Source: an optimization exercise on an open RTL-to-GDS flow (aim: small area, a short achievable clock period and few clock cycles). Production flows keep margins and buffers that such runs may drop. In this exercise RTL edits were held to simulation tests only and were not proved equivalent to the original. No driver is modelled on the clock port, so clocking that relies on it looks cheaper here than on a real chip. Power is estimated from default activity; no workload was simulated.

==> flow/design.v <==
module somagic_video_core (
    input  wire        clk,
    input  wire        rst,           
    input  wire [11:0] cfg_bpl,       
    input  wire [9:0]  cfg_lpf,       
    input  wire        in_valid,
    input  wire [7:0]  in_data,
    output wire        in_ready,
    input  wire        ret_valid,
    input  wire [1:0]  ret_buf,
    output reg         wr_valid,
    output wire [1:0]  wr_buf,
    output reg  [22:0] wr_off,
    output reg  [7:0]  wr_data,
    output reg         done_valid,
    output wire [1:0]  done_buf,
    output reg  [31:0] done_seq,
    output wire [22:0] done_bytes,
    output reg         done_err,
    output wire [2:0]  done_reason
);
    localparam [1:0] S_HUNT = 2'd0, S_SYNC1 = 2'd1, S_SYNC2 = 2'd2, S_TRC = 2'd3;
    reg  [9:0]  blk_pos;
    reg         blk_video;      
    wire is_hdr = (blk_pos[9:2] == 8'd0);
    wire d_ff   = (in_data == 8'hFF);
    wire d_00   = (in_data == 8'h00);
    wire d_aa   = (in_data == 8'hAA);
    wire take   = in_valid && rdy;
    wire vb     = take && !is_hdr && blk_video;
    reg  [1:0]  sync_state;
    reg         inj_ff;         
    reg         inj_00;         
    reg         rdy;            
    reg         ev_pix, ev_trc;
    reg  [7:0]  ev_d;
    assign in_ready = rdy;
    wire hold   = inj_ff || inj_00;
    wire h_pix  = vb && sync_state == S_HUNT  && !d_ff;
    wire s1_f   = vb && sync_state == S_SYNC1 && !d_00;
    wire s2_f   = vb && sync_state == S_SYNC2 && !d_00;
    wire trc    = vb && sync_state == S_TRC   && !d_00;
    wire fail   = s1_f || s2_f;
    wire inj_00_n = s2_f || (inj_00 && inj_ff);
    always @(posedge clk) begin
        if (rst) begin
            blk_pos    <= 10'd0;
            sync_state <= S_HUNT;
            inj_ff     <= 1'b0;
            inj_00     <= 1'b0;
            rdy        <= 1'b1;
            ev_pix     <= 1'b0;
            ev_trc     <= 1'b0;
        end else begin
            blk_pos <= blk_pos + {9'd0, take};
            if (vb) begin
                case (sync_state)
                    S_HUNT:  if (d_ff) sync_state <= S_SYNC1;
                    S_SYNC1: sync_state <= d_00 ? S_SYNC2 : S_HUNT;
                    S_SYNC2: sync_state <= d_00 ? S_TRC : S_HUNT;
                    default: sync_state <= S_HUNT;
                endcase
            end
            if (!hold) ev_pix <= h_pix || fail;
            ev_trc <= trc;
            inj_ff <= fail;
            inj_00 <= inj_00_n;
            rdy    <= !(fail || inj_00_n);
        end
        if (take && blk_pos[9:2] == 8'd0)
            blk_video <= (blk_pos[1] ? d_00 : d_aa) && (blk_pos[1:0] == 2'd0 || blk_video);
        if (!hold) ev_d <= in_data;
    end
    reg         in_blank;
    reg         cur_valid;
    reg         on_second;
    reg  [11:0] col_left;       
    reg  [9:0]  lines_left;     
    reg  [9:0]  alc_left;       
    reg         jump;           
    reg  [22:0] bytes_written;
    reg         done_short;
    reg  [1:0]  q0, q1, q2, q3;
    reg  [2:0]  av_cnt;         
    wire        av_ok = cur_valid ? (av_cnt[2] || av_cnt[1]) : (av_cnt != 3'd0);
    wire sav   = ev_trc && !ev_d[4];      
    wire eav   = ev_trc &&  ev_d[4];
    wire sav_f = ev_d[6];
    wire sav_v = ev_d[5];
    wire full        = (lines_left == 10'd0);
    wire eol         = (col_left == 12'd1);
    wire alc_short   = (alc_left != 10'd0);
    wire a_pix       = ev_pix || hold;      
    wire live        = a_pix && !in_blank && cur_valid;
    wire pix_write   = live && !full;
    wire pix_ovf     = live && full;
    wire f2_sav      = sav && cur_valid && sav_f && !on_second;
    wire short_field = f2_sav && alc_short;
    wire field_two   = f2_sav && !alc_short;
    wire frame_done  = sav && cur_valid && !sav_f && on_second;
    wire finalize    = short_field || frame_done || pix_ovf;
    wire acquire     = sav && !sav_f && !sav_v && (!cur_valid || frame_done) && av_ok;
    wire fstart      = acquire || field_two;
    assign wr_buf      = q0;
    assign done_buf    = q0;
    assign done_bytes  = bytes_written;
    assign done_reason = {done_err, 1'b0, done_short};
    always @(posedge clk) begin
        if (rst) begin
            in_blank   <= 1'b1;
            cur_valid  <= 1'b0;
            wr_valid   <= 1'b0;
            done_valid <= 1'b0;
            done_seq   <= 32'd0;
            q0         <= 2'd0;
            q1         <= 2'd1;
            q2         <= 2'd2;
            q3         <= 2'd3;
            av_cnt     <= 3'd4;
        end else begin
            wr_valid   <= pix_write;
            done_valid <= finalize;
            done_seq   <= done_seq + {31'd0, done_valid};
            if (eav) in_blank <= 1'b1;
            if (sav) in_blank <= sav_v;
            if (finalize) cur_valid <= 1'b0;
            if (acquire) cur_valid <= 1'b1;
            if (done_valid) begin
                q0 <= q1;
                q1 <= q2;
                q2 <= q3;
            end
            if (ret_valid) begin
                case (av_cnt[1:0] - {1'b0, done_valid})
                    2'd0: q0 <= ret_buf;
                    2'd1: q1 <= ret_buf;
                    2'd2: q2 <= ret_buf;
                    default: q3 <= ret_buf;
                endcase
            end
            av_cnt <= av_cnt + {2'd0, ret_valid} - {2'd0, done_valid};
        end
        wr_data    <= inj_ff ? 8'hFF : (inj_00 ? 8'h00 : ev_d);
        done_err   <= short_field || pix_ovf;
        done_short <= short_field;
        if (acquire) on_second <= 1'b0;
        else if (field_two) on_second <= 1'b1;
        bytes_written <= ((done_valid || !cur_valid) ? 23'd0 : bytes_written) + {22'd0, pix_write};
        if (fstart) begin
            col_left   <= cfg_bpl;
            lines_left <= cfg_lpf;
            alc_left   <= cfg_lpf;
            jump       <= field_two;
            wr_off     <= 23'h7FFFFF;
        end else begin
            wr_off <= wr_off + {11'd0, col_left & {12{jump && pix_write}}} + {22'd0, pix_write};
            if (pix_write) jump <= eol;
            if (pix_write && eol) col_left <= cfg_bpl;
            else col_left <= col_left - {11'd0, pix_write};
            lines_left <= lines_left - {9'd0, pix_write && eol};
            alc_left   <= alc_left - {9'd0, eav && cur_valid && !in_blank && alc_short};
        end
    end
endmodule
==> flow/flow/run.sh <==
#!/bin/bash
export BUFFER_PORTS_ARGS="-buffer_cell sky130_fd_sc_hd__buf_1"
export SETUP_SLACK_MARGIN=7.2
export CTS_ARGS="-sink_clustering_enable -repair_clock_nets -buf_list sky130_fd_sc_hd__clkbuf_8 -root_buf sky130_fd_sc_hd__clkbuf_16"
export POST_CTS_TCL="$(pwd)/flow/downsize.tcl"
bash standard.sh > standard.log 2>&1
==> flow/flow/downsize.tcl <==
# Run after clock tree synthesis and its timing repair (POST_CTS_TCL hook).
# Greedy area recovery: move each logic cell to the smallest drive strength
# of its own function that keeps the worst setup slack at or above the
# target (the repair's own target, or the slack it reached if less). Port
# buffers and clock tree cells are left alone.
proc my_downsize {target} {
  set n 0
  set lib_names {}
  foreach lc [get_lib_cells */sky130_fd_sc_hd__*] { dict set lib_names [get_name $lc] 1 }
  foreach dbinst [[ord::get_db_block] getInsts] {
    set iname [$dbinst getName]
    if {[string match "input*" $iname] || [string match "output*" $iname] || [string match "clkbuf_*" $iname]} continue
    set cname [[$dbinst getMaster] getName]
    if {![dict exists $lib_names $cname]} continue
    if {[string match "*clkbuf*" $cname] || [string match "*clkinv*" $cname] || [string match "*conb*" $cname]} continue
    if {![regexp {^(.*)_([0-9]+)$} $cname -> base drive]} continue
    set inst [get_cells $iname]
    foreach d {0 1 2 4} {
      if {$d >= $drive} break
      set cand ${base}_$d
      if {![dict exists $lib_names $cand]} continue
      replace_cell $inst $cand
      if {[sta::worst_slack_cmd max] >= $target} {
        incr n
        break
      }
      replace_cell $inst $cname
    }
  }
  puts "my_downsize: $n cells made smaller"
}

estimate_parasitics -placement
set ws0 [sta::worst_slack_cmd max]
set target [expr {min($ws0, $::env(SETUP_SLACK_MARGIN) * 1e-9)}]
puts "my_downsize: worst slack [format %.3f [expr {$ws0 * 1e9}]] ns, target [format %.3f [expr {$target * 1e9}]] ns"
my_downsize $target
report_worst_slack -max
detailed_placement
check_placement -verbose
==> flow/standard.sh <==
#!/bin/bash
# synth_recipe.tcl (not shown) runs the flow's synth.tcl, then flattens the netlist and writes it again
# the make line also repeats each setting of config.mk as NAME=value (left out here)
make -C /OpenROAD-flow-scripts/flow DESIGN_CONFIG=/design/flow/config.mk WORK_HOME=/design/flow/orfs CLKGATE_MAP_FILE= SYNTH_SCRIPT=/design/flow/synth_recipe.tcl "${@:-finish}"
==> flow/config.mk <==
export PLATFORM = sky130hd
export DESIGN_NAME = somagic_video_core
export DESIGN_NICKNAME = somagic_video_core
export VERILOG_FILES = /design/flow/design.v
export SDC_FILE = /design/flow/constraint.sdc
export NUM_CORES = 4
export LEC_CHECK = 0
export CAP_MARGIN = 20
export CORE_MARGIN = 2
export CORE_UTILIZATION = 40
export CTS_BUF_LIST = sky130_fd_sc_hd__clkbuf_8
export SLEW_MARGIN = 20
==> flow/constraint.sdc <==
create_clock -name core_clock -period 10.5 [get_ports {clk}]
set_input_delay 2.1000 -clock core_clock [delete_from_list [all_inputs] [get_ports {clk}]]
set_output_delay 2.1000 -clock core_clock [all_outputs]
set_load 0.01 [all_outputs]
==> run_results.csv, run 1 <==
group,metric,value,unit
timing,total_setup_violations_reported_at_the_end_of_the_flow,0,
setup_path,critical_path.reg2reg.endpoint,"wr_off[16]",
finish,most-common-layout-cells,"150 x dfxtp_1, 130 x buf_1, 96 x nor2_1, 69 x nand2_1, 55 x xor2_1",
setup_path,crit_path_cell_chain,"buf_1",
routing,detailroute.via_count,5807,
finish,area.growth.synth_to_final,13.5,%
setup_path,critical_path.reg2reg.startpoint,"lines_left[2]",
timing,min_period_over_period,30.6,%
min_path,worstHoldEndpoint,"wr_data[7]",
setup_path,critical_path.max_fanout,13,
timing,slew_headroom,50.7,%
synthesis,yosys_most_used_dff,"dfxtp_1",
power_and_ir_drop,peakVddDrop,0.0000813,V
synthesis,yosysSeqAreaShare,45.2,%
setup_path,worst-path-buf-inv,1,
clocking,clock_insertion_delay_worst_skew,0.39,ns
timing,rsz0062_at_grt,"false",
setup_path,crit_path_start_kind,"flip-flop",
grt,first_global_vias,5377,
grt,globalRouteOverflowTotal,0,
synthesis,netlist_instances,815,
timing,period_needed,3.21,ns
die,fp.dieW,140,um
grt,grt_use_total,16.0,%
power_and_ir_drop,clockPowerShare,36.0,%
min_path,hp-class,"reg -> reg",
routing,drcViolationCount,0,
clocking,cts_tree,"done",
finish,layout-drive-gt1-share,4.61,%
timing,hold_slack,0.444,ns
die,core-area,18100,sq um
die,boundaryPins,133,
power_and_ir_drop,power_leakage,3.36,nW
routing,routed_wire_length_per_instance,13.2,um
job,max-cap-violations,0,
min_path,hold_path_depth,1,
finish,utilization,46.7,%
clocking,cts.sink_count,163,
synthesis,syn_area_per_cell,9.13,sq um
finish,layout.cells.most_common,"dfxtp_1",
setup_path,timing.critical_path.arrival,1.11,ns
timing,slew_violations,0,
synthesis,synth_largest_type_area_fraction,41.2,%
timing,max_clock_freq,311,MHz
placement,buffer_ports.inserted,131,
synthesis,ys_types,52,
power_and_ir_drop,power_frac_seq,60.6,%
synthesis,synth_warnings,1,
routing,ant_nets,0,
power_and_ir_drop,p_int,0.000814,W
setup_path,crit_path_top_delay_cell,"dfxtp_2",
power_and_ir_drop,power.density,125,nW/um^2
setup_path,path_delay_family,"flip-flops",
finish,antenna_cells_inserted,0,
power_and_ir_drop,p_switching,0.000244,W
min_path,worstHoldStart,"ev_d[7]",
timing,clock_skew,0.0262,ns
die,fp-row-count,49,
routing,dr.pass1.iters,5,
grt,number_of_antenna_violations_at_the_first_check_in_global_routing,0,
grt,wire_length_of_the_first_global_routing_pass,25800,um
timing,worst-slew-pin-transition,0.732,ns
power_and_ir_drop,switching_part_of_the_total,23.1,%
synthesis,synthesis.area,7440,sq um
setup_path,worst_ep_required_time,8.40,ns
setup_path,critPathKind,"reg -> out",
die,die_y,140,um
placement,finalWeightedCongestion,0.764,
setup_path,endpoint_kind,"output pin",
power_and_ir_drop,comb_power_share,3.4,%
routing,finalWirelength,15600,um
synthesis,post_synthesis_net_count,881,
die,floorplan.initialDensity,41.1,%
synthesis,synth_top_cells_by_area,"dfxtp_1 41%, xor2_1 6.5%, nor2_1 4.9%",
finish,final_net_count,1007,
synthesis,number_of_enable_type_register_cells_in_the_synthesized_netlist,10,
synthesis,synth.ff_latch_count,163,
setup_path,cpPeakStageDelay,0.54,ns
setup_path,worst_r2r_path_depth,16,
synthesis,asyncSetResetFlopFracSynth,0,%
synthesis,netlist.top_cell.by_area,"dfxtp_1",
grt,grt_start_max_net_pins,65,
routing,route.detailed.vias_per_inst,4.91,
die,design.die.area,19700,sq um
run_status,run_status,"complete, no violations",
timing,timing_hold_violations_final,0,
routing,drt_iter0_drc,168,
clocking,path_clk_slew,0.09,ns
timing,totalNegativeSetupSlack,0,ns
setup_path,worst-r2r-setup-slack,7.41,ns
placement,place_hpwl,11100,um
==> routing by layer <==
metal  vias up  track usage (%)  part of all wire, %
met5         -                0                    0
met4         0             4.15                 0.91
met3        10             4.79                  5.1
met2       121             25.3                   46
met1      2663             21.4                   48
li1       3013                -                    -
==> worst max-delay path by stage <==
stage | from | end | slack (ns) | cells after the start
after floorplan | lines_left[6] | wr_off[14] | 7.21 | 17
after global placement | lines_left[6] | wr_off[16] | 6.82 | 14
after detailed placement | lines_left[6] | wr_off[16] | 6.78 | 14
after global routing | cur_valid | wr_off[16] | 7.20 | 15
final | done_valid | done_valid | 7.29 | 1
==> cell families (layout without fill, tap and decap cells) <==
group	count (synthesis)	in the layout	share of synthesized area, %
xor gates and xnor gates	95	95	11.2
adders and majority gates	30	30	5.35
buffers and inverters	59	198	3.46
AOI/OAI and AO/OA	94	94	7.43
DFF	163	163	45.2
muxes	23	23	3.68
other	1	1	0.0504
and+or+nand+nor	350	350	23.7
==> Yosys cell counts (all sizes together) (2+ instances only) <==
library cell    n
nor4           10
nand3b          8
nor2           98
a31oi           5
xor2           55
xnor2          40
nand4          15
clkbuf         13
nor3           23
nand4b          2
nand3          39
inv            27
or4             4
edfxtp         10
and4            3
or2             2
buf            19
nor3b           2
o22ai           3
a211oi          5
a21boi          4
or3             7
mux2i          12
a21oi          39
a21o            9
nand2          69
mux2           11
o21ai          25
dfxtp         153
ha             27
fa              3
nor2b          13
nand2b         17
and3           18
and2           17
==> layout make-up <==
| cell class | instances | area, sq um |
|---|---|---|
| clock buffers | 17 | 245 |
| repair buffers | 139 | 563 |
| multi-input cells | 593 | 3810 |
| well taps | 229 | 287 |
| fillers | 1849 | 9640 |
| clock inverters | 15 | 68.8 |
| inverters | 27 | 101 |
| flip-flops and latches | 163 | 3370 |
==> state kept, by name, summed over array words and instances, names as in the netlist, 3 cells and up <==
name / cells
wr_off: 23
bytes_written: 23
alc_left: 10
lines_left: 10
wr_data: 8
col_left: 12
av_cnt: 3
blk_pos: 10
ev_d: 8
done_seq: 32
==> power by group through the flow <==
| stage | clock (W) | combinational, W | sequential (W) |
|---|---|---|---|
| after global placement | 0 | 0.0000363 | 0.000656 |
| after global routing | 0.000425 | 0.0000404 | 0.000643 |
| final | 0.000381 | 0.0000358 | 0.000641 |
| after floorplan | 0 | 0.0000237 | 0.000656 |
| after detailed placement | 0 | 0.0000365 | 0.000656 |
==> per-stage QoR <==
stage	total power, W	cells	instance area, sq um	setup WS [ns]
2_1_floorplan	0.000679	815	7450	7.21
3_3_place_gp	0.000693	1145	8090	6.82
3_5_place_dp	0.000693	1145	8090	6.78
5_1_grt	0.00111	1183	8440	7.20
6_report	0.00106	1183	8440	7.29
Testbench counts, summed over its fixed seeds: cycles 1,179,870.
==> run 2, diff against run 1 <==
==> flow/flow/run.sh (replaced) <==
#!/bin/bash
export BUFFER_PORTS_ARGS="-buffer_cell sky130_fd_sc_hd__buf_1"
export SETUP_SLACK_MARGIN=7.4
export POST_CTS_TCL="$(pwd)/flow/downsize.tcl"
bash standard.sh > standard.log 2>&1
==> run_results.csv, run 2 <==
group,metric,value,unit
routing,drcViolationCount,0,
synthesis,yosys_most_used_dff,"dfxtp_1",
placement,instance_count_after_placement_with_tap_cells_included,1145,
timing,min_period_over_period,29.4,%
power_and_ir_drop,power_leakage,3.92,nW
grt,grt_start_max_net_pins,65,
die,die_y,140,um
setup_path,cpPeakStageDelay,0.40,ns
finish,final_net_count,1064,
die,core-area,18100,sq um
grt,grt_use_total,17.0,%
finish,layout-drive-gt1-share,24.1,%
timing,rsz0062_at_grt,"true",
placement,buffer_ports.inserted,131,
synthesis,synthesis.area,7440,sq um
timing,clock_skew,0.0318,ns
setup_path,path_depth,15,
job,max-cap-violations,0,
grt,first_global_vias,5725,
setup_path,critPathKind,"reg -> reg",
die,fp.dieW,140,um
clocking,cts.sink_count,163,
synthesis,asyncSetResetFlopFracSynth,0,%
setup_path,endpoint_kind,"flip-flop",
power_and_ir_drop,post-layout-total-power,0.00106,W
finish,filler_cell_count,1761,
timing,slew_violations,0,
setup_path,worst_setup_path_startpoint,"lines_left[5]",
synthesis,synth_largest_type_area_fraction,41.2,%
synthesis,synth.ff_latch_count,163,
finish,area.growth.synth_to_final,24.1,%
clocking,clock_insertion_delay_worst_skew,0.46,ns
finish,utilization,51.0,%
setup_path,critical_path.max_fanout,6,
routing,detailroute.via_count,6104,
die,floorplan.initialDensity,41.1,%
finish,biggest_register,"done_seq",
synthesis,post_synth_most_frequent_cells,"153 x dfxtp_1, 98 x nor2_1, 69 x nand2_1",
finish,layout.cells.most_common,"nor2_1",
synthesis,synth_most_common_cell,"dfxtp_1",
synthesis,post_synthesis_net_count,881,
grt,number_of_antenna_violations_at_the_first_check_in_global_routing,0,
timing,period_needed,3.09,ns
min_path,hold_path_depth,1,
placement,place_hpwl,11300,um
finish,fin_cells,1240,
synthesis,netlist_instances,815,
die,boundaryPins,133,
routing,dr.pass1.iters,5,
finish,antenna_cells_inserted,0,
synthesis,ys_types,52,
timing,timing_hold_violations_final,0,
placement,finalWeightedCongestion,0.770,
timing,total_setup_violations_reported_at_the_end_of_the_flow,0,
finish,most-common-layout-cells,"94 x nor2_1, 89 x dfxtp_1, 77 x buf_1, 68 x nand2_1, 67 x buf_2",
synthesis,number_of_enable_type_register_cells_in_the_synthesized_netlist,10,
synthesis,synth_top_cells_by_area,"dfxtp_1 41%, xor2_1 6.5%, nor2_1 4.9%",
setup_path,crit_path_start_kind,"flip-flop",
timing,totalNegativeSetupSlack,0,ns
grt,globalRouteOverflowTotal,0,
setup_path,crit_path_top_delay_cell,"or3_4",
setup_path,worst-path-buf-inv,2,
timing,worst-slew-pin-transition,0.744,ns
grt,wire_length_of_the_first_global_routing_pass,27300,um
synthesis,synth_warnings,1,
min_path,hp-class,"reg -> reg",
setup_path,path_delay_family,"simple AND/OR/NAND/NOR gates",
timing,slew_headroom,50.4,%
power_and_ir_drop,power.density,114,nW/um^2
setup_path,critical_path.reg2reg.startpoint,"lines_left[5]",
die,design.die.area,19700,sq um
clocking,cts_tree,"done",
setup_path,crit_path_cell_chain,"or3_4 -> nor4_4 -> nand2b_4 -> nor2_4 -> nand2_2 -> fa_2 -> inv_2 -> fa_2 -> a21oi_2 -> o21ai_1 -> a21oi_2 -> o31a_1 -> buf_6 -> nor3_2 -> nand3b_1",
clocking,path_clk_slew,0.10,ns
finish,max_ffs_per_register,32,
setup_path,worst_ep_required_time,10.84,ns
synthesis,syn_area_per_cell,9.13,sq um
die,fp-row-count,49,
finish,largestRegisters,"done_seq (32), bytes_written (23), wr_off (23)",
routing,ant_nets,0,
routing,route.detailed.vias_per_inst,4.92,
synthesis,yosysSeqAreaShare,45.2,%
routing,routed_wire_length_per_instance,13.6,um
synthesis,netlist.top_cell.by_area,"dfxtp_1",
routing,finalWirelength,16900,um
min_path,worstHoldStart,"ev_d[1]",
setup_path,worst_r2r_path_depth,15,
timing,max_clock_freq,324,MHz
run_status,run_status,"complete, no violations",
routing,drt_iter0_drc,219,
setup_path,timing.critical_path.arrival,3.43,ns
power_and_ir_drop,peakVddDrop,0.0000858,V
==> run 2: cell count changes in the layout (fill, tap and decap cells not counted), moves of 4 or more <==
cell,change
and2_0,-4
buf_1,-53
buf_2,+67
buf_4,+15
buf_6,+23
clkbuf_2,+5
dfxtp_1,-61
dfxtp_2,+55
dfxtp_4,+6
ha_1,-7
ha_4,+6
==> run 2: metal layers <==
| metal | wire length (um) | up-vias | share of wire, % | global-route usage, % |
|---|---|---|---|---|
| met4 | 164 | 0 | 0.97 | 4.63 |
| met5 | 0 | - | 0 | 0 |
| met1 | 8060 | 2856 | 48 | 22.2 |
| met3 | 700 | 16 | 4.1 | 4.55 |
| met2 | 7990 | 103 | 47 | 27.7 |
| li1 | - | 3129 | - | - |
==> run 2: worst paths after layout <==
check / endpoint / slack, ns
worst max register to register: wr_off[18] / 7.41
worst min-delay path: wr_data[1] / 0.44
worst min register to register: wr_data[1] / 0.44
worst max-delay path: wr_off[18] / 7.41
==> run 2: power by group <==
part | switching [W] | internal [W] | leakage, nW
clock | 0.000221 | 0.000154 | 0.184
combinational | 0.0000198 | 0.0000198 | 2.36
sequential | 0.00000790 | 0.000633 | 1.38
==> run 2: kinds of logic (layout without fill, tap and decap cells) <==
group	count (synthesis)	in the layout	share of synthesized area (%)
AOI/OAI and AO/OA	94	94	7.43
DFF	163	163	45.2
and+or+nand+nor	350	351	23.7
buffers and inverters	59	254	3.46
muxes	23	23	3.68
other	1	1	0.0504
xor gates and xnor gates	95	95	11.2
adders and majority gates	30	30	5.35
==> run 2: area by class of cell <==
class | instances | area [sq um] | share of cell area, %
clock buffers | 17 | 234 | 2.53
clock inverters | 15 | 73.8 | 0.800
repair buffers | 195 | 1090 | 11.8
flip-flops and latches | 163 | 3460 | 37.5
well taps | 229 | 287 | 3.10
multi-input cells | 594 | 3990 | 43.2
inverters | 27 | 101 | 1.10
==> run 2: stage by stage <==
stage / area, sq um / setup slack [ns] / hold WS [ns]
2_1_floorplan: 7480 / 7.25 / 0.424
3_3_place_gp: 8110 / 7.03 / 0.470
3_5_place_dp: 8110 / 6.95 / 0.458
5_1_grt: 9230 / 7.25 / 0.461
6_report: 9230 / 7.41 / 0.443
==> run 3, diff against run 2 <==
==> flow/flow/run.sh (replaced) <==
#!/bin/bash
export BUFFER_PORTS_ARGS="-buffer_cell sky130_fd_sc_hd__buf_1"
export SETUP_SLACK_MARGIN=7.35
export POST_CTS_TCL="$(pwd)/flow/downsize.tcl"
bash standard.sh > standard.log 2>&1
==> run_results.csv, run 3 <==
group,metric,value,unit
placement,buffer_ports.inserted,131,
synthesis,synth-adder-area-share,5.35,%
synthesis,asyncSetResetFlopFracSynth,0,%
synthesis,synthMuxAreaShare,3.68,%
timing,totalNegativeSetupSlack,0,ns
finish,fin_cells,1187,
placement,instance_count_after_placement_with_tap_cells_included,1145,
finish,largestRegisters,"done_seq (32), bytes_written (23), wr_off (23)",
finish,multiInputGateArea,3940,sq um
finish,most-common-layout-cells,"101 x dfxtp_1, 95 x nor2_1, 91 x buf_1, 68 x nand2_1, 55 x xor2_1",
synthesis,synth_xor_xnor_area_share,11.2,%
setup_path,timing.critical_path.arrival,0.99,ns
routing,ant_nets,0,
placement,finalWeightedCongestion,0.758,
finish,antenna_cells_inserted,0,
synthesis,synth_top_cells_by_area,"dfxtp_1 41%, xor2_1 6.5%, nor2_1 4.9%",
timing,total_setup_violations_reported_at_the_end_of_the_flow,0,
timing,slew_violations,0,
finish,filler_cell_count,1771,
grt,grt_start_max_net_pins,65,
setup_path,endpoint_kind,"output pin",
grt,grt_use_total,16.5,%
timing,timing_hold_violations_final,0,
routing,detailroute.via_count,5904,
synthesis,post_synthesis_net_count,881,
grt,first_global_vias,5413,
synthesis,synth_compound_area_share,7.43,%
synthesis,netlist.top_cell.by_area,"dfxtp_1",
die,core-area,18100,sq um
routing,dr.pass1.iters,4,
power_and_ir_drop,power_leakage,3.59,nW
job,max-cap-violations,0,
synthesis,synth.ff_latch_count,163,
finish,area.growth.synth_to_final,18.3,%
routing,drt_iter0_drc,248,
setup_path,worst_ep_required_time,8.40,ns
routing,drcViolationCount,0,
finish,final_net_count,1011,
timing,clock_skew,0.0293,ns
timing,period_needed,3.09,ns
die,fp.dieW,140,um
power_and_ir_drop,post-layout-total-power,0.00114,W
timing,min_period_over_period,29.5,%
synthesis,netlist_instances,815,
synthesis,synth_warnings,1,
setup_path,critPathKind,"reg -> out",
synthesis,synth_most_common_cell,"dfxtp_1",
synthesis,yosys.area_share.simple,23.7,%
die,boundaryPins,133,
setup_path,crit_path_cell_chain,"buf_1",
synthesis,synth_top_family_by_area,"simple AND/OR/NAND/NOR gates",
routing,finalWirelength,16400,um
finish,utilization,48.7,%
run_status,run_status,"complete, no violations",
setup_path,crit_path_top_delay_cell,"dfxtp_1",
clocking,cts.sink_count,163,
timing,rsz0062_at_grt,"true",
finish,layout.cells.most_common,"dfxtp_1",
placement,place_hpwl,11300,um
finish,layout-drive-gt1-share,17.2,%
synthesis,number_of_enable_type_register_cells_in_the_synthesized_netlist,10,
setup_path,worst-r2r-setup-slack,7.42,ns
setup_path,cpPeakStageDelay,0.38,ns
power_and_ir_drop,power.density,129,nW/um^2
grt,wire_length_of_the_first_global_routing_pass,26500,um
synthesis,synth_largest_type_area_fraction,41.2,%
synthesis,post_synth_most_frequent_cells,"153 x dfxtp_1, 98 x nor2_1, 69 x nand2_1",
synthesis,syn_area_per_cell,9.13,sq um
grt,number_of_antenna_violations_at_the_first_check_in_global_routing,0,
clocking,cts_tree,"done",
timing,slew_headroom,52.2,%
power_and_ir_drop,peakVddDrop,0.0000791,V
timing,worst-slew-pin-transition,0.716,ns
synthesis,synthesis.area,7440,sq um
synthesis,yosys_most_used_dff,"dfxtp_1",
finish,biggest_register,"done_seq",
synthesis,ys_types,52,
die,floorplan.initialDensity,41.1,%
routing,routed_wire_length_per_instance,13.8,um
timing,hold_slack,0.490,ns
grt,globalRouteOverflowTotal,0,
finish,regArea,3460,sq um
clocking,path_clk_slew,0.09,ns
die,die_y,140,um
setup_path,crit_path_start_kind,"flip-flop",
setup_path,critical_path.max_fanout,4,
setup_path,worst-path-buf-inv,1,
synthesis,yosysSeqAreaShare,45.2,%
die,design.die.area,19700,sq um
routing,route.detailed.vias_per_inst,4.97,
clocking,clock_insertion_delay_worst_skew,0.45,ns
min_path,hp-class,"reg -> reg",
die,fp-row-count,49,
setup_path,path_delay_family,"flip-flops",
timing,max_clock_freq,323,MHz
finish,max_ffs_per_register,32,
## run 3: cell count changes in the layout (fill, tap and decap cells not counted), sizes merged
cell	before	now
inv	37	33
clkbuf	24	46
bufinv	0	3
clkinvlp	3	1
buf	188	114
clkinv	2	4
## run 3: final timing paths
kind / cells after the start / to / startpoint
max: 1 / done_seq[28] / done_seq[28]
min: 2 / q3[0] / q3[0]
min reg2reg: 2 / q3[0] / q3[0]
max reg2reg: 15 / wr_off[10] / lines_left[4]
## run 3: per-stage QoR
stage	area [sq um]	setup slack [ns]
2_1_floorplan	7480	7.25
3_3_place_gp	8110	6.95
3_5_place_dp	8110	6.90
5_1_grt	8810	7.26
6_report	8810	7.41
## run 3: layout make-up
class | count | area share [%]
multi-input combinational | 594 | 44.7
sequential | 163 | 39.3
timing repair buffer | 142 | 7.09
tap | 229 | 3.25
clock buffer | 18 | 2.81
clock inverter | 14 | 1.72
inverter | 27 | 1.15
## run 3: power breakdown
part | total [W] | internal (W) | switching (W)
Clock | 0.000465 | 0.000237 | 0.000227
Sequential | 0.000639 | 0.000631 | 0.00000768
Combinational | 0.0000367 | 0.0000171 | 0.0000196
Total | 0.00114 | 0.000886 | 0.000255
## run 3: per-layer routing
layer,GRT usage (%),vias up,wire [um]
li1,-,3025,-
met1,22.2,2762,7860
met2,26.5,103,7650
met3,3.97,14,721
met4,4.78,0,201
met5,0,-,0
## run 3: cell families after synthesis
group	after synthesis
simple gates	350
flops	163
xor+xnor	95
compound gates	94
buf+inv	59
fa+ha+maj	30
mux	23
other cells	1
==> run 4, diff against run 3 <==
==> flow/flow/run.sh (replaced) <==
#!/bin/bash
export BUFFER_PORTS_ARGS="-buffer_cell sky130_fd_sc_hd__buf_1"
export SETUP_SLACK_MARGIN=7.2
export POST_CTS_TCL="$(pwd)/flow/downsize.tcl"
bash standard.sh > standard.log 2>&1
==> run_results.csv, run 4 <==
group,metric,value,unit
routing,routed_wire_length_per_instance,13.2,um
timing,min_period_over_period,30.4,%
synthesis,synth.ff_latch_count,163,
timing,total_setup_violations_reported_at_the_end_of_the_flow,0,
timing,max_clock_freq,313,MHz
setup_path,critical_path.max_fanout,13,
placement,instance_count_after_placement_with_tap_cells_included,1145,
setup_path,worst-r2r-setup-slack,7.37,ns
synthesis,synth_warnings,1,
timing,slew_headroom,51.0,%
synthesis,netlist.top_cell.by_area,"dfxtp_1",
die,fp.dieW,140,um
finish,max_ffs_per_register,32,
setup_path,cpPeakStageDelay,0.47,ns
timing,totalNegativeSetupSlack,0,ns
synthesis,synth_largest_type_area_fraction,41.2,%
timing,timing_hold_violations_final,0,
synthesis,netlist_instances,815,
synthesis,synthesis.area,7440,sq um
synthesis,synth_top_cells_by_area,"dfxtp_1 41%, xor2_1 6.5%, nor2_1 4.9%",
routing,dr.pass1.iters,4,
grt,grt_use_total,16.1,%
setup_path,worst_setup_path_startpoint,"done_valid",
finish,layout.cells.most_common,"dfxtp_1",
setup_path,endpoint_kind,"output pin",
placement,place_hpwl,11100,um
synthesis,synth_xor_xnor_area_share,11.2,%
setup_path,path_delay_family,"flip-flops",
grt,met3_usage,4.99,%
finish,biggest_register,"done_seq",
synthesis,yosysSeqAreaShare,45.2,%
clocking,clock_insertion_delay_worst_skew,0.46,ns
placement,buffer_ports.inserted,131,
grt,globalRouteOverflowTotal,0,
synthesis,yosys_most_used_dff,"dfxtp_1",
min_path,worstHoldStart,"ev_d[7]",
finish,fin_cells,1182,
synthesis,number_of_enable_type_register_cells_in_the_synthesized_netlist,10,
finish,most-common-layout-cells,"150 x dfxtp_1, 131 x buf_1, 96 x nor2_1, 69 x nand2_1, 55 x xor2_1",
synthesis,synth_top_family_by_area,"simple AND/OR/NAND/NOR gates",
grt,first_global_vias,5398,
setup_path,worst_ep_required_time,8.40,ns
run_status,run_status,"complete, no violations",
die,design.die.area,19700,sq um
setup_path,critical_path.reg2reg.startpoint,"lines_left[2]",
setup_path,critPathKind,"reg -> out",
grt,grt_start_max_net_pins,65,
routing,drcViolationCount,0,
min_path,hp-class,"reg -> reg",
timing,slew_violations,0,
placement,finalWeightedCongestion,0.764,
synthesis,syn_area_per_cell,9.13,sq um
routing,ant_nets,0,
timing,period_needed,3.19,ns
synthesis,synth_most_common_cell,"dfxtp_1",
finish,layout-drive-gt1-share,4.51,%
setup_path,crit_path_top_delay_cell,"dfxtp_4",
grt,layer_with_the_highest_usage,"met2",
setup_path,timing.critical_path.arrival,1.09,ns
synthesis,ys_types,52,
finish,filler_cell_count,1844,
job,max-cap-violations,0,
clocking,cts_tree,"done",
setup_path,crit_path_start_kind,"flip-flop",
finish,largestRegisters,"done_seq (32), bytes_written (23), wr_off (23)",
synthesis,synth_compound_area_share,7.43,%
synthesis,synth-adder-area-share,5.35,%
timing,rsz0062_at_grt,"false",
routing,drt_iter0_drc,141,
die,fp-row-count,49,
routing,detailroute.via_count,5806,
setup_path,crit_path_cell_chain,"buf_1",
grt,globalRouteMet1Util,21.5,%
finish,final_net_count,1006,
grt,number_of_antenna_violations_at_the_first_check_in_global_routing,0,
synthesis,post_synth_most_frequent_cells,"153 x dfxtp_1, 98 x nor2_1, 69 x nand2_1",
synthesis,post_synthesis_net_count,881,
die,floorplan.initialDensity,41.1,%
timing,hold_slack,0.443,ns
setup_path,worst-path-buf-inv,1,
clocking,path_clk_slew,0.09,ns
power_and_ir_drop,power_leakage,3.35,nW
finish,area.growth.synth_to_final,13.4,%
die,die_y,140,um
power_and_ir_drop,power.density,124,nW/um^2
timing,worst-slew-pin-transition,0.728,ns
routing,finalWirelength,15700,um
grt,grt.met2_usage,25.4,%
synthesis,synthMuxAreaShare,3.68,%
routing,route.detailed.vias_per_inst,4.91,
finish,antenna_cells_inserted,0,
die,boundaryPins,133,
timing,clock_skew,0.0283,ns
die,core-area,18100,sq um
power_and_ir_drop,peakVddDrop,0.0000807,V
synthesis,yosys.area_share.simple,23.7,%
grt,wire_length_of_the_first_global_routing_pass,25900,um
synthesis,asyncSetResetFlopFracSynth,0,%
clocking,cts.sink_count,163,
## run 4: per-layer routing
metal,share of wire [%],vias up
li1,-,3014
met1,48,2669
met2,46,113
met3,4.6,10
met4,0.94,0
met5,0,-
## run 4: layout make-up
class / instances / area [sq um] / area share, %
sequential: 163 / 3370 / 40.0
clock buffer: 17 / 234 / 2.77
multi-input combinational: 593 / 3810 / 45.2
tap: 229 / 287 / 3.40
inverter: 27 / 101 / 1.20
clock inverter: 15 / 68.8 / 0.816
timing repair buffer: 138 / 557 / 6.60
## run 4: path summary, 6_finish.rpt
path	cells past startpoint	to
setup / recovery	1	done_valid
setup reg to reg	16	wr_off[16]
hold / removal	1	wr_data[7]
hold reg to reg	1	wr_data[7]
## run 4: power by group
group	internal, W	switching, W
clock	0.000153	0.000218
sequential	0.000634	0.00000746
combinational	0.0000165	0.0000193
total	0.000803	0.000244
## run 4: stage by stage
stage | power [W] | util (%) | area (sq um) | worst slack (ns)
detailed placement | 0.000693 | 44.7 | 8090 | 6.78
floorplan | 0.000679 | - | 7450 | 7.21
global placement | 0.000693 | 44.7 | 8090 | 6.82
global route | 0.00110 | 46.6 | 8440 | 7.20
finish | 0.00105 | 46.6 | 8440 | 7.31
## run 4: cell families after synthesis
family / Yosys count
AND/OR/NAND/NOR: 350
AO/OA/AOI/OAI: 94
flip-flops: 163
buffers and inverters: 59
other: 1
multiplexers: 23
adder cells (fa/ha/maj): 30
XOR/XNOR: 95
==> run 5, diff against run 4 <==
==> flow/flow/run.sh (replaced) <==
#!/bin/bash
export BUFFER_PORTS_ARGS="-buffer_cell sky130_fd_sc_hd__buf_1"
export SETUP_SLACK_MARGIN=7.3
export POST_CTS_TCL="$(pwd)/flow/downsize.tcl"
bash standard.sh > standard.log 2>&1
--- a/flow/config.mk
+++ b/flow/config.mk
@@ -9,3 +9,3 @@
 export CORE_MARGIN = 2
-export CORE_UTILIZATION = 40
+export CORE_UTILIZATION = 60
 export CTS_BUF_LIST = sky130_fd_sc_hd__clkbuf_8
==> run_results.csv, run 5 <==
group,metric,value,unit
timing,total_setup_violations_reported_at_the_end_of_the_flow,0,
finish,layout.cells.most_common,"dfxtp_1",
synthesis,post_synth_most_frequent_cells,"153 x dfxtp_1, 98 x nor2_1, 69 x nand2_1",
power_and_ir_drop,peakVddDrop,0.000132,V
timing,slew_headroom,40.7,%
finish,final_net_count,1007,
run_status,run_status,"complete, no violations",
timing,min_period_over_period,29.8,%
die,core-area,12100,sq um
setup_path,crit_path_start_kind,"flip-flop",
die,floorplan.initialDensity,61.7,%
synthesis,asyncSetResetFlopFracSynth,0,%
finish,most-common-layout-cells,"134 x dfxtp_1, 130 x buf_1, 95 x nor2_1, 69 x nand2_1, 55 x xor2_1",
grt,number_of_antenna_violations_at_the_first_check_in_global_routing,0,
clocking,cts.sink_count,163,
synthesis,number_of_enable_type_register_cells_in_the_synthesized_netlist,10,
setup_path,worst_setup_path_startpoint,"done_seq[3]",
routing,route.detailed.vias_per_inst,5.26,
finish,biggest_register,"done_seq",
synthesis,synth_largest_type_area_fraction,41.2,%
timing,worst-slew-pin-transition,0.882,ns
setup_path,crit_path_cell_chain,"buf_1",
min_path,hp-class,"reg -> reg",
setup_path,critPathKind,"reg -> out",
setup_path,endpoint_kind,"output pin",
placement,buffer_ports.inserted,131,
finish,area.growth.synth_to_final,14.9,%
synthesis,synth_most_common_cell,"dfxtp_1",
die,die_y,115,um
timing,max_clock_freq,319,MHz
finish,largestRegisters,"done_seq (32), bytes_written (23), wr_off (23)",
placement,finalWeightedCongestion,0.819,
synthesis,netlist_instances,815,
synthesis,synth_warnings,1,
grt,first_global_vias,5593,
setup_path,critical_path.reg2reg.startpoint,"lines_left[6]",
power_and_ir_drop,clockPowerShare,43.8,%
timing,period_needed,3.13,ns
setup_path,crit_path_top_delay_cell,"dfxtp_1",
setup_path,critical_path.max_fanout,4,
synthesis,synth.ff_latch_count,163,
routing,routed_wire_length_per_instance,13.8,um
grt,grt_start_max_net_pins,65,
synthesis,syn_area_per_cell,9.13,sq um
setup_path,worst_r2r_path_depth,13,
min_path,worstHoldStart,"ev_d[0]",
grt,wire_length_of_the_first_global_routing_pass,25300,um
finish,antenna_cells_inserted,0,
timing,rsz0062_at_grt,"true",
synthesis,yosys_most_used_dff,"dfxtp_1",
setup_path,worst-path-buf-inv,1,
timing,slew_violations,0,
routing,ant_nets,0,
clocking,clock_insertion_delay_worst_skew,0.45,ns
synthesis,synthesis.area,7440,sq um
setup_path,worst_ep_required_time,8.40,ns
job,max-cap-violations,0,
setup_path,path_delay_family,"flip-flops",
finish,max_ffs_per_register,32,
power_and_ir_drop,p_switching,0.000245,W
routing,drcViolationCount,0,
routing,drt_iter0_drc,334,
placement,place_hpwl,11300,um
min_path,worstHoldEndpoint,"wr_data[0]",
power_and_ir_drop,power_leakage,3.43,nW
timing,totalNegativeSetupSlack,0,ns
finish,layout-drive-gt1-share,7.55,%
timing,timing_hold_violations_final,0,
setup_path,critical_path.reg2reg.endpoint,"wr_off[10]",
setup_path,cpPeakStageDelay,0.39,ns
die,design.die.area,13300,sq um
die,fp-row-count,40,
synthesis,post_synthesis_net_count,881,
setup_path,worst-r2r-setup-slack,7.49,ns
die,boundaryPins,133,
synthesis,synth_top_cells_by_area,"dfxtp_1 41%, xor2_1 6.5%, nor2_1 4.9%",
clocking,path_clk_slew,0.08,ns
power_and_ir_drop,comb_power_share,3.0,%
die,fp.dieW,115,um
synthesis,netlist.top_cell.by_area,"dfxtp_1",
grt,globalRouteOverflowTotal,0,
timing,clock_skew,0.00902,ns
routing,dr.pass1.iters,5,
power_and_ir_drop,post-layout-total-power,0.00120,W
grt,grt_use_total,23.7,%
synthesis,ys_types,52,
power_and_ir_drop,p_int,0.000959,W
routing,detailroute.via_count,5907,
synthesis,yosysSeqAreaShare,45.2,%
setup_path,timing.critical_path.arrival,1.03,ns
power_and_ir_drop,switching_part_of_the_total,20.4,%
power_and_ir_drop,power.density,141,nW/um^2
min_path,hold_path_depth,1,
power_and_ir_drop,power_frac_seq,53.2,%
clocking,cts_tree,"done",
routing,finalWirelength,15500,um
run 5: worst max-delay path by stage:
| stage | cells past startpoint | end | slack, ns |
|---|---|---|---|
| 2_1_floorplan | 6 | ev_pix | 7.25 |
| 3_3_place_gp | 14 | wr_off[14] | 6.93 |
| 3_5_place_dp | 14 | wr_off[22] | 6.84 |
| 5_1_grt | 13 | wr_off[10] | 7.26 |
| 6_report | 1 | done_seq[3] | 7.37 |
run 5: kinds of logic after synthesis:
| kind of cell | Yosys count | synth area share [%] |
|---|---|---|
| simple gates | 350 | 23.7 |
| flops | 163 | 45.2 |
| xor+xnor | 95 | 11.2 |
| compound gates | 94 | 7.43 |
| buf+inv | 59 | 3.46 |
| fa+ha+maj | 30 | 5.35 |
| mux | 23 | 3.68 |
| other cells | 1 | 0.0504 |
run 5: cell type report:
class	count	area (sq um)
repair buffers	138	557
fillers	972	3510
well taps	168	210
multi-input cells	594	3820
flip-flops and latches	163	3390
clock inverters	14	218
inverters	27	101
clock buffers	18	248
run 5: per-stage QoR:
stage               worst slack (ns)  instances  instance area [sq um]  util [%]  hold slack, ns
floorplan                       7.25        815                   7470         -           0.424
global placement                6.93       1083                   8020      66.5           0.452
detailed placement              6.84       1083                   8020      66.5           0.447
global route                    7.26       1122                   8550      70.9           0.484
finish                          7.37       1122                   8550      70.9           0.465
run 5: routing by layer:
layer | vias to the layer above | share of wire, % | wire length, um | track usage, %
li1 | 3022 | - | - | -
met1 | 2749 | 47 | 7320 | 30.1
met2 | 120 | 47 | 7310 | 39.2
met3 | 16 | 4.3 | 666 | 6.80
met4 | 0 | 1.3 | 198 | 7.15
met5 | - | 0 | 0 | 0
run 5: power by group through the flow:
stage                     registers [W]  logic [W]  clock network (W)
final                          0.000641  0.0000358           0.000527
after global placement         0.000656  0.0000350                  0
after floorplan                0.000656  0.0000238                  0
after detailed placement       0.000656  0.0000362                  0
after global routing           0.000643  0.0000414           0.000563
==> run 6, diff against run 5 <==
--- a/flow/config.mk
+++ b/flow/config.mk
@@ -9,4 +9,5 @@
 export CORE_MARGIN = 2
-export CORE_UTILIZATION = 60
+export CORE_UTILIZATION = 40
 export CTS_BUF_LIST = sky130_fd_sc_hd__clkbuf_8
+export PLACE_DENSITY = 0.8
 export SLEW_MARGIN = 20
==> run_results.csv, run 6 <==
group,metric,value,unit
setup_path,critical_path.max_fanout,4,
finish,antenna_cells_inserted,0,
setup_path,path_delay_family,"flip-flops",
grt,grt.met2_usage,27.5,%
routing,routed_wire_length_per_instance,13.9,um
finish,max_ffs_per_register,32,
setup_path,crit_path_start_kind,"flip-flop",
setup_path,timing.critical_path.arrival,1.03,ns
clocking,cts.sink_count,163,
synthesis,synth_most_common_cell,"dfxtp_1",
routing,drt_iter0_drc,286,
setup_path,critPathKind,"reg -> out",
setup_path,cpPeakStageDelay,0.40,ns
routing,ant_nets,0,
synthesis,syn_area_per_cell,9.13,sq um
synthesis,yosysSeqAreaShare,45.2,%
synthesis,netlist_instances,815,
synthesis,synth_warnings,1,
placement,buffer_ports.inserted,131,
routing,finalWirelength,16500,um
synthesis,synth_largest_type_area_fraction,41.2,%
synthesis,synth_top_cells_by_area,"dfxtp_1 41%, xor2_1 6.5%, nor2_1 4.9%",
synthesis,asyncSetResetFlopFracSynth,0,%
synthesis,synthesis.area,7440,sq um
finish,area.growth.synth_to_final,15.9,%
grt,grt_use_total,16.6,%
timing,totalNegativeSetupSlack,0,ns
finish,most-common-layout-cells,"131 x buf_1, 126 x dfxtp_1, 95 x nor2_1, 69 x nand2_1, 55 x xor2_1",
clocking,cts_tree,"done",
run_status,run_status,"complete, no violations",
synthesis,ys_types,52,
die,boundaryPins,133,
setup_path,crit_path_cell_chain,"buf_1",
die,fp.dieW,140,um
timing,timing_hold_violations_final,0,
finish,biggest_register,"done_seq",
timing,min_period_over_period,29.8,%
die,core-area,18100,sq um
timing,period_needed,3.13,ns
timing,max_clock_freq,320,MHz
grt,layer_with_the_highest_usage,"met2",
timing,worst-slew-pin-transition,0.829,ns
finish,layout.cells.most_common,"buf_1",
setup_path,crit_path_top_delay_cell,"dfxtp_1",
routing,detailroute.via_count,5983,
synthesis,synth.ff_latch_count,163,
placement,post_dp_cell_area,8100,sq um
finish,postLayoutCellArea,8620,sq um
setup_path,worst_ep_required_time,8.40,ns
min_path,hp-class,"reg -> reg",
synthesis,yosys_most_used_dff,"dfxtp_1",
finish,layout-drive-gt1-share,8.99,%
timing,total_setup_violations_reported_at_the_end_of_the_flow,0,
grt,met3_usage,4.41,%
timing,slew_violations,0,
finish,final_net_count,1010,
die,design.die.area,19700,sq um
clocking,clock_insertion_delay_worst_skew,0.45,ns
synthesis,post_synthesis_net_count,881,
timing,clock_skew,0.0328,ns
placement,pre_cts_slack,6.83,ns
synthesis,netlist.top_cell.by_area,"dfxtp_1",
finish,largestRegisters,"done_seq (32), bytes_written (23), wr_off (23)",
routing,drcViolationCount,0,
job,max-cap-violations,0,
setup_path,endpoint_kind,"output pin",
grt,number_of_antenna_violations_at_the_first_check_in_global_routing,0,
setup_path,worst-r2r-setup-slack,7.37,ns
clocking,path_clk_slew,0.10,ns
power_and_ir_drop,power.density,129,nW/um^2
placement,place_hpwl,11600,um
die,fp-row-count,49,
finish,filler_cell_count,1673,
synthesis,number_of_enable_type_register_cells_in_the_synthesized_netlist,10,
grt,wire_length_of_the_first_global_routing_pass,26700,um
timing,rsz0062_at_grt,"true",
grt,first_global_vias,5713,
timing,slew_headroom,44.8,%
grt,globalRouteMet1Util,20.9,%
grt,grt_start_max_net_pins,65,
synthesis,post_synth_most_frequent_cells,"153 x dfxtp_1, 98 x nor2_1, 69 x nand2_1",
routing,route.detailed.vias_per_inst,5.04,
power_and_ir_drop,peakVddDrop,0.000107,V
placement,finalWeightedCongestion,0.798,
power_and_ir_drop,power_leakage,3.39,nW
die,floorplan.initialDensity,41.1,%
routing,dr.pass1.iters,4,
timing,finalWorstSetupSlack,7.37,ns
setup_path,worst-path-buf-inv,1,
grt,globalRouteOverflowTotal,0,
die,die_y,140,um
==> run 6: cell counts after synthesis <==
Identical to the previous run, type by type.
==> run 6: final timing paths <==
path / startpoint / end / cells past startpoint
worst max-delay path: wr_off[18] / wr_off[18] / 1
worst max register to register: lines_left[4] / wr_off[16] / 12
worst min register to register: ev_d[1] / wr_data[1] / 1
worst min-delay path: ev_d[1] / wr_data[1] / 1
==> run 6: metrics by stage <==
step / utilization (%) / power [W] / std cells / hold slack (ns)
2_1_floorplan: - / 0.000679 / 815 / 0.424
3_3_place_gp: 44.8 / 0.000693 / 1145 / 0.461
6_report: 47.7 / 0.00111 / 1186 / 0.482
5_1_grt: 47.7 / 0.00116 / 1186 / 0.498
3_5_place_dp: 44.8 / 0.000694 / 1145 / 0.467
==> run 6: worst reg2reg max path, stage by stage (launching register included) <==
cell and delay (ns):
dfxtp_1 0.35, or3_4 0.40, nor4_4 0.25, nand2b_4 0.22, nor2_4 0.06, buf_12 0.13, and2_0 0.19, ha_2 0.41
nand3_1 0.13, o31a_1 0.33, clkbuf_4 0.18, or3_1 0.35, nand3_1 0.09
==> run 6: cell type report <==
cell class                      instances  area, sq um  share of cell area [%]
Multi-Input combinational cell        593         3890                    45.2
Sequential cell                       163         3400                    39.4
Timing Repair Buffer                  142          584                    6.78
Tap cell                              229          287                    3.32
Clock buffer                           17          234                    2.71
Clock inverter                         15          125                    1.45
Inverter                               27          101                    1.18
==> run 6: report_power, final <==
| part | switching [W] | internal (W) | total (W) | leakage, nW |
|---|---|---|---|---|
| combinational | 0.0000202 | 0.0000166 | 0.0000368 | 1.82 |
| sequential | 0.00000793 | 0.000634 | 0.000642 | 1.36 |
| clock | 0.000227 | 0.000204 | 0.000431 | 0.209 |
| total | 0.000255 | 0.000855 | 0.00111 | 3.39 |
==> run 6: routing by layer <==
metal | share of wire (%) | routed length, um
met4 | 2.0 | 322
met1 | 45 | 7440
met2 | 48 | 7900
met3 | 4.9 | 814
met5 | 0 | 0
==> run 6: logic make-up (layout without fill, tap and decap cells) <==
logic type	after synthesis	in the layout	share of synthesized area (%)
adders and majority gates	30	30	5.35
xor gates and xnor gates	95	95	11.2
buffers and inverters	59	201	3.46
AOI/OAI and AO/OA	94	94	7.43
and+or+nand+nor	350	350	23.7
muxes	23	23	3.68
other	1	1	0.0504
DFF	163	163	45.2
==> run 7, diff against run 6 <==
--- a/flow/config.mk
+++ b/flow/config.mk
@@ -11,3 +11,3 @@
 export CTS_BUF_LIST = sky130_fd_sc_hd__clkbuf_8
-export PLACE_DENSITY = 0.8
+export GPL_TIMING_DRIVEN = 0
 export SLEW_MARGIN = 20
==> run_results.csv, run 7 <==
group,metric,value,unit
finish,layout-drive-gt1-share,12.1,%
timing,slew_headroom,56.0,%
job,max-cap-violations,0,
finish,antenna_cells_inserted,0,
die,fp-row-count,49,
run_status,run_status,"complete, no violations",
clocking,cts.sink_count,163,
synthesis,yosysSeqAreaShare,45.2,%
die,fp.dieW,140,um
timing,rsz0062_at_grt,"true",
timing,max_clock_freq,304,MHz
synthesis,asyncSetResetFlopFracSynth,0,%
placement,instance_count_after_placement_with_tap_cells_included,1174,
timing,slew_violations,0,
setup_path,timing.critical_path.arrival,3.59,ns
clocking,cts_tree,"done",
finish,area.growth.synth_to_final,19.8,%
finish,most-common-layout-cells,"147 x buf_1, 126 x dfxtp_1, 94 x nor2_1, 68 x nand2_1, 55 x xor2_1",
routing,ant_nets,0,
clocking,path_clk_slew,0.09,ns
synthesis,post_synthesis_net_count,881,
grt,wire_length_of_the_first_global_routing_pass,26800,um
finish,layout.cells.most_common,"buf_1",
placement,finalWeightedCongestion,0.761,
synthesis,synth_top_cells_by_area,"dfxtp_1 41%, xor2_1 6.5%, nor2_1 4.9%",
die,core-area,18100,sq um
routing,drt_iter0_drc,159,
timing,clock_skew,0.0336,ns
routing,finalWirelength,16500,um
synthesis,post_synth_most_frequent_cells,"153 x dfxtp_1, 98 x nor2_1, 69 x nand2_1",
synthesis,netlist.top_cell.by_area,"dfxtp_1",
timing,period_needed,3.29,ns
finish,max_ffs_per_register,32,
finish,filler_cell_count,1814,
setup_path,crit_path_start_kind,"flip-flop",
routing,detailroute.via_count,5925,
placement,buffer_ports.inserted,130,
synthesis,synth_most_common_cell,"dfxtp_1",
grt,globalRouteOverflowTotal,0,
die,boundaryPins,133,
timing,timing_hold_violations_final,0,
power_and_ir_drop,post-layout-total-power,0.00107,W
timing,totalNegativeSetupSlack,0,ns
grt,number_of_antenna_violations_at_the_first_check_in_global_routing,0,
grt,grt_start_max_net_pins,18,
synthesis,syn_area_per_cell,9.13,sq um
power_and_ir_drop,peakVddDrop,0.0000746,V
synthesis,number_of_enable_type_register_cells_in_the_synthesized_netlist,10,
setup_path,critPathKind,"reg -> reg",
routing,drcViolationCount,0,
synthesis,synth_warnings,1,
finish,biggest_register,"done_seq",
clocking,clock_insertion_delay_worst_skew,0.46,ns
power_and_ir_drop,p_int,0.000829,W
synthesis,ys_types,52,
setup_path,endpoint_kind,"flip-flop",
setup_path,crit_path_cell_chain,"or3_4 -> nor4_4 -> nand2b_4 -> buf_6 -> nor2_4 -> buf_8 -> nand2_4 -> fa_2 -> inv_2 -> fa_2 -> a21oi_2 -> buf_1 -> buf_1 -> buf_1 -> buf_1 -> buf_1 -> buf_1 -> o21bai_1 -> xnor2_1 -> nand2_1",
setup_path,cpPeakStageDelay,0.40,ns
grt,first_global_vias,5540,
timing,hold_slack,0.432,ns
placement,place_hpwl,11700,um
routing,route.detailed.vias_per_inst,4.83,
timing,total_setup_violations_reported_at_the_end_of_the_flow,0,
finish,final_net_count,1051,
setup_path,path_delay_family,"simple AND/OR/NAND/NOR gates",
die,design.die.area,19700,sq um
power_and_ir_drop,power_leakage,3.50,nW
setup_path,critical_path.max_fanout,5,
setup_path,crit_path_top_delay_cell,"or3_4",
power_and_ir_drop,comb_power_share,3.6,%
setup_path,most_used_cell_cp,"buf_1",
routing,routed_wire_length_per_instance,13.4,um
power_and_ir_drop,power_frac_seq,59.8,%
synthesis,yosys_most_used_dff,"dfxtp_1",
timing,min_period_over_period,31.3,%
min_path,hp-class,"reg -> reg",
timing,worst-slew-pin-transition,0.657,ns
die,die_y,140,um
synthesis,synthesis.area,7440,sq um
synthesis,synth_largest_type_area_fraction,41.2,%
setup_path,worst-path-buf-inv,9,
routing,dr.pass1.iters,5,
grt,grt_use_total,16.7,%
synthesis,netlist_instances,815,
power_and_ir_drop,p_switching,0.000244,W
power_and_ir_drop,clockPowerShare,36.6,%
finish,largestRegisters,"done_seq (32), bytes_written (23), wr_off (23)",
setup_path,worst_ep_required_time,10.80,ns
die,floorplan.initialDensity,41.1,%
finish,fin_cells,1227,
synthesis,synth.ff_latch_count,163,
power_and_ir_drop,power.density,120,nW/um^2
power_and_ir_drop,switching_part_of_the_total,22.8,%
## run 7: cell counts after synthesis
No cell type changed its count.
## run 7: cell families after synthesis
logic type	share of synthesized area [%]
fa+ha+maj	5.35
flops	45.2
buf+inv	3.46
xor+xnor	11.2
other cells	0.0504
compound gates	7.43
mux	3.68
simple gates	23.7
## run 7: worst paths after layout
| kind | from | to | slack, ns | cells after the start |
|---|---|---|---|---|
| worst max register to register | lines_left[4] | wr_off[4] | 7.21 | 20 |
| worst min-delay path | ev_d[7] | wr_data[7] | 0.43 | 1 |
| worst min register to register | ev_d[7] | wr_data[7] | 0.43 | 1 |
| worst max-delay path | lines_left[4] | wr_off[4] | 7.21 | 20 |
## run 7: metal layers
metal,up-vias,GRT usage (%),routed length [um]
met1,2710,22.3,7930
met2,100,27.1,7700
met5,-,0,0
li1,3106,-,-
met4,0,4.31,137
met3,9,4.41,708
## run 7: stage by stage
| stage | area [sq um] | worst slack [ns] | utilization, % |
|---|---|---|---|
| final | 8920 | 7.21 | 49.3 |
| after global routing | 8920 | 6.97 | 49.3 |
| after detailed placement | 8240 | 6.78 | 45.6 |
| after global placement | 8240 | 6.78 | 45.6 |
| after floorplan | 7470 | 7.25 | - |
## run 7: area by class of cell
cell class,instances,area (sq um),share of cell area (%)
multi-input combinational,593,4030,45.1
clock buffer,17,234,2.62
timing repair buffer,151,624,7.00
buffer,32,161,1.81
inverter,27,101,1.14
clock inverter,15,87.6,0.982
sequential,163,3400,38.1
tap,229,287,3.21
## run 7: power groups by stage
stage | registers [W] | clock network [W] | logic (W)
after floorplan | 0.000656 | 0 | 0.0000238
after global placement | 0.000656 | 0 | 0.0000384
after detailed placement | 0.000656 | 0 | 0.0000391
after global routing | 0.000643 | 0.000439 | 0.0000437
final | 0.000642 | 0.000393 | 0.0000382
==> run 8, diff against run 7 <==
--- a/flow/config.mk
+++ b/flow/config.mk
@@ -11,3 +11,2 @@
 export CTS_BUF_LIST = sky130_fd_sc_hd__clkbuf_8
-export GPL_TIMING_DRIVEN = 0
 export SLEW_MARGIN = 20
==> run_results.csv, run 8 <==
group,metric,value,unit
power_and_ir_drop,power_leakage,3.40,nW
timing,timing_hold_violations_final,0,
finish,biggest_register,"done_seq",
power_and_ir_drop,switching_part_of_the_total,22.8,%
finish,area.growth.synth_to_final,15.0,%
timing,worst-slew-pin-transition,0.752,ns
setup_path,endpoint_kind,"output pin",
power_and_ir_drop,clockPowerShare,39.4,%
synthesis,yosys_most_used_dff,"dfxtp_1",
setup_path,worst_ep_required_time,8.40,ns
setup_path,critPathKind,"reg -> out",
min_path,hp-class,"reg -> reg",
synthesis,post_synth_most_frequent_cells,"153 x dfxtp_1, 98 x nor2_1, 69 x nand2_1",
finish,largestRegisters,"done_seq (32), bytes_written (23), wr_off (23)",
power_and_ir_drop,peakVddDrop,0.0000781,V
die,fp-row-count,49,
routing,finalWirelength,15900,um
min_path,hold_path_depth,1,
finish,fin_cells,1184,
setup_path,crit_path_cell_chain,"buf_1",
timing,clock_skew,0.0322,ns
synthesis,asyncSetResetFlopFracSynth,0,%
grt,first_global_vias,5477,
timing,total_setup_violations_reported_at_the_end_of_the_flow,0,
routing,drcViolationCount,0,
routing,routed_wire_length_per_instance,13.4,um
setup_path,critical_path.reg2reg.startpoint,"cur_valid",
setup_path,timing.critical_path.arrival,1.03,ns
timing,max_clock_freq,320,MHz
routing,detailroute.via_count,5789,
placement,finalWeightedCongestion,0.771,
finish,most-common-layout-cells,"128 x buf_1, 119 x dfxtp_1, 96 x nor2_1, 69 x nand2_1, 55 x xor2_1",
placement,instance_count_after_placement_with_tap_cells_included,1145,
power_and_ir_drop,comb_power_share,3.2,%
placement,place_hpwl,11200,um
timing,period_needed,3.13,ns
timing,slew_violations,0,
synthesis,synth_warnings,1,
setup_path,critical_path.reg2reg.endpoint,"wr_off[16]",
synthesis,ys_types,52,
setup_path,crit_path_top_delay_cell,"dfxtp_1",
power_and_ir_drop,post-layout-total-power,0.00112,W
die,floorplan.initialDensity,41.1,%
job,max-cap-violations,0,
timing,min_period_over_period,29.8,%
die,core-area,18100,sq um
timing,finalWorstSetupSlack,7.37,ns
routing,ant_nets,0,
routing,met3_length,653,um
clocking,cts.sink_count,163,
timing,rsz0062_at_grt,"true",
die,die_y,140,um
synthesis,post_synthesis_net_count,881,
synthesis,netlist.top_cell.by_area,"dfxtp_1",
synthesis,synth_largest_type_area_fraction,41.2,%
timing,slew_headroom,49.4,%
grt,globalRouteOverflowTotal,0,
setup_path,critical_path.max_fanout,3,
finish,filler_cell_count,1780,
die,boundaryPins,133,
placement,post_dp_cell_area,8100,sq um
synthesis,synth_most_common_cell,"dfxtp_1",
setup_path,worst-r2r-setup-slack,7.47,ns
setup_path,path_delay_family,"flip-flops",
clocking,path_clk_slew,0.10,ns
placement,pre_cts_slack,6.83,ns
synthesis,netlist_instances,815,
finish,max_ffs_per_register,32,
finish,layout-drive-gt1-share,9.01,%
min_path,worstHoldStart,"ev_d[7]",
power_and_ir_drop,power.density,131,nW/um^2
grt,wire_length_of_the_first_global_routing_pass,26500,um
setup_path,crit_path_start_kind,"flip-flop",
finish,final_net_count,1008,
synthesis,yosysSeqAreaShare,45.2,%
routing,route.detailed.vias_per_inst,4.89,
synthesis,number_of_enable_type_register_cells_in_the_synthesized_netlist,10,
synthesis,synth_top_cells_by_area,"dfxtp_1 41%, xor2_1 6.5%, nor2_1 4.9%",
placement,buffer_ports.inserted,131,
clocking,clock_insertion_delay_worst_skew,0.46,ns
power_and_ir_drop,p_switching,0.000255,W
grt,grt_use_total,16.6,%
routing,top_layer,"met4",
clocking,cts_tree,"done",
run_status,run_status,"complete, no violations",
die,design.die.area,19700,sq um
die,fp.dieW,140,um
setup_path,cpPeakStageDelay,0.40,ns
setup_path,worst-path-buf-inv,1,
finish,antenna_cells_inserted,0,
timing,totalNegativeSetupSlack,0,ns
routing,dr.pass1.iters,4,
setup_path,worst_r2r_path_depth,15,
routing,met2WireLength,7250,um
synthesis,syn_area_per_cell,9.13,sq um
synthesis,synthesis.area,7440,sq um
grt,number_of_antenna_violations_at_the_first_check_in_global_routing,0,
finish,postLayoutCellArea,8560,sq um
power_and_ir_drop,power_frac_seq,57.4,%
grt,grt_start_max_net_pins,65,
routing,met1_length,7840,um
routing,drt_iter0_drc,238,
power_and_ir_drop,p_int,0.000862,W
synthesis,synth.ff_latch_count,163,
finish,layout.cells.most_common,"buf_1",
min_path,worstHoldEndpoint,"wr_data[7]",
-- run 8: cell counts after synthesis --
No cell type changed its count.
-- run 8: through the flow --
step | hold slack (ns) | util [%]
detailed placement | 0.463 | 44.8
floorplan | 0.424 | -
global route | 0.494 | 47.3
finish | 0.472 | 47.3
global placement | 0.459 | 44.8
-- run 8: cells by family (layout without fill, tap and decap cells) --
logic type,Yosys count,count (layout),synth area share [%]
DFF,163,163,45.2
muxes,23,23,3.68
AOI/OAI and AO/OA,94,94,7.43
and+or+nand+nor,350,351,23.7
xor gates and xnor gates,95,95,11.2
other,1,1,0.0504
adders and majority gates,30,30,5.35
buffers and inverters,59,198,3.46
-- run 8: worst max path at each step --
stage,cells after the start,endpoint,startpoint,slack (ns)
6_report,1,done_bytes[11],bytes_written[11],7.37
5_1_grt,14,wr_off[10],lines_left[4],7.27
3_5_place_dp,14,wr_off[20],lines_left[6],6.83
3_3_place_gp,14,wr_off[16],lines_left[6],6.90
2_1_floorplan,6,ev_pix,in_data[6],7.25
-- run 8: metal layers --
layer  vias up  track usage, %
met5         -               0
met4         0            5.37
met3        10            4.14
met2        98            25.6
met1      2659            22.8
li1       3022               -
-- run 8: power by group through the flow --
stage	registers [W]	logic (W)	clock network [W]
after global routing	0.000643	0.0000408	0.000487
after global placement	0.000656	0.0000362	0
after detailed placement	0.000657	0.0000366	0
after floorplan	0.000656	0.0000238	0
final	0.000641	0.0000356	0.000440
-- run 8: final cells by class --
type	count	area (sq um)	area share [%]
multi-input cells	594	3830	44.7
flip-flops and latches	163	3420	39.9
repair buffers	139	554	6.48
well taps	229	287	3.35
clock buffers	18	248	2.90
clock inverters	14	124	1.45
inverters	27	101	1.18

static timing again, ports no longer ideal:
No port has a modelled driver above. Below, the same layouts with a new extraction and two added sets of constraints.
Step 1: set_driving_cell puts a clkbuf_16 on clk and a buf_2 on each other input, an assumption about the parent block.
Step 2, shift: input delay + t, output delay - t, t = (earliest + latest rising clock arrival at the registers) / 2. This alone moves slack from input paths to output paths.
a / b / c = ideal / step 1 / step 2; a / b = the first two.
run	shift t [ns]	setup slack, ns	worst slew at a driven data input, ns
run 1	0.415	7.288 / 7.244 / 6.969	0.04
run 2	0.484	7.412 / 7.386 / 7.020	0.04
run 3	0.479	7.406 / 7.365 / 7.014	0.04
run 4	0.486	7.308 / 7.267 / 6.900	0.04
run 5	0.483	7.370 / 7.332 / 6.969	0.05
run 6	0.475	7.372 / 7.335 / 6.944	0.03
run 7	0.481	7.215 / 7.215 / 6.945	0.06
run 8	0.480	7.370 / 7.332 / 6.946	0.04
After both steps setup and hold are still met in every run listed. For run 6, which loses most, drivers alone change the setup slack by -0.037 ns; drivers and shift together by -0.428 ns.
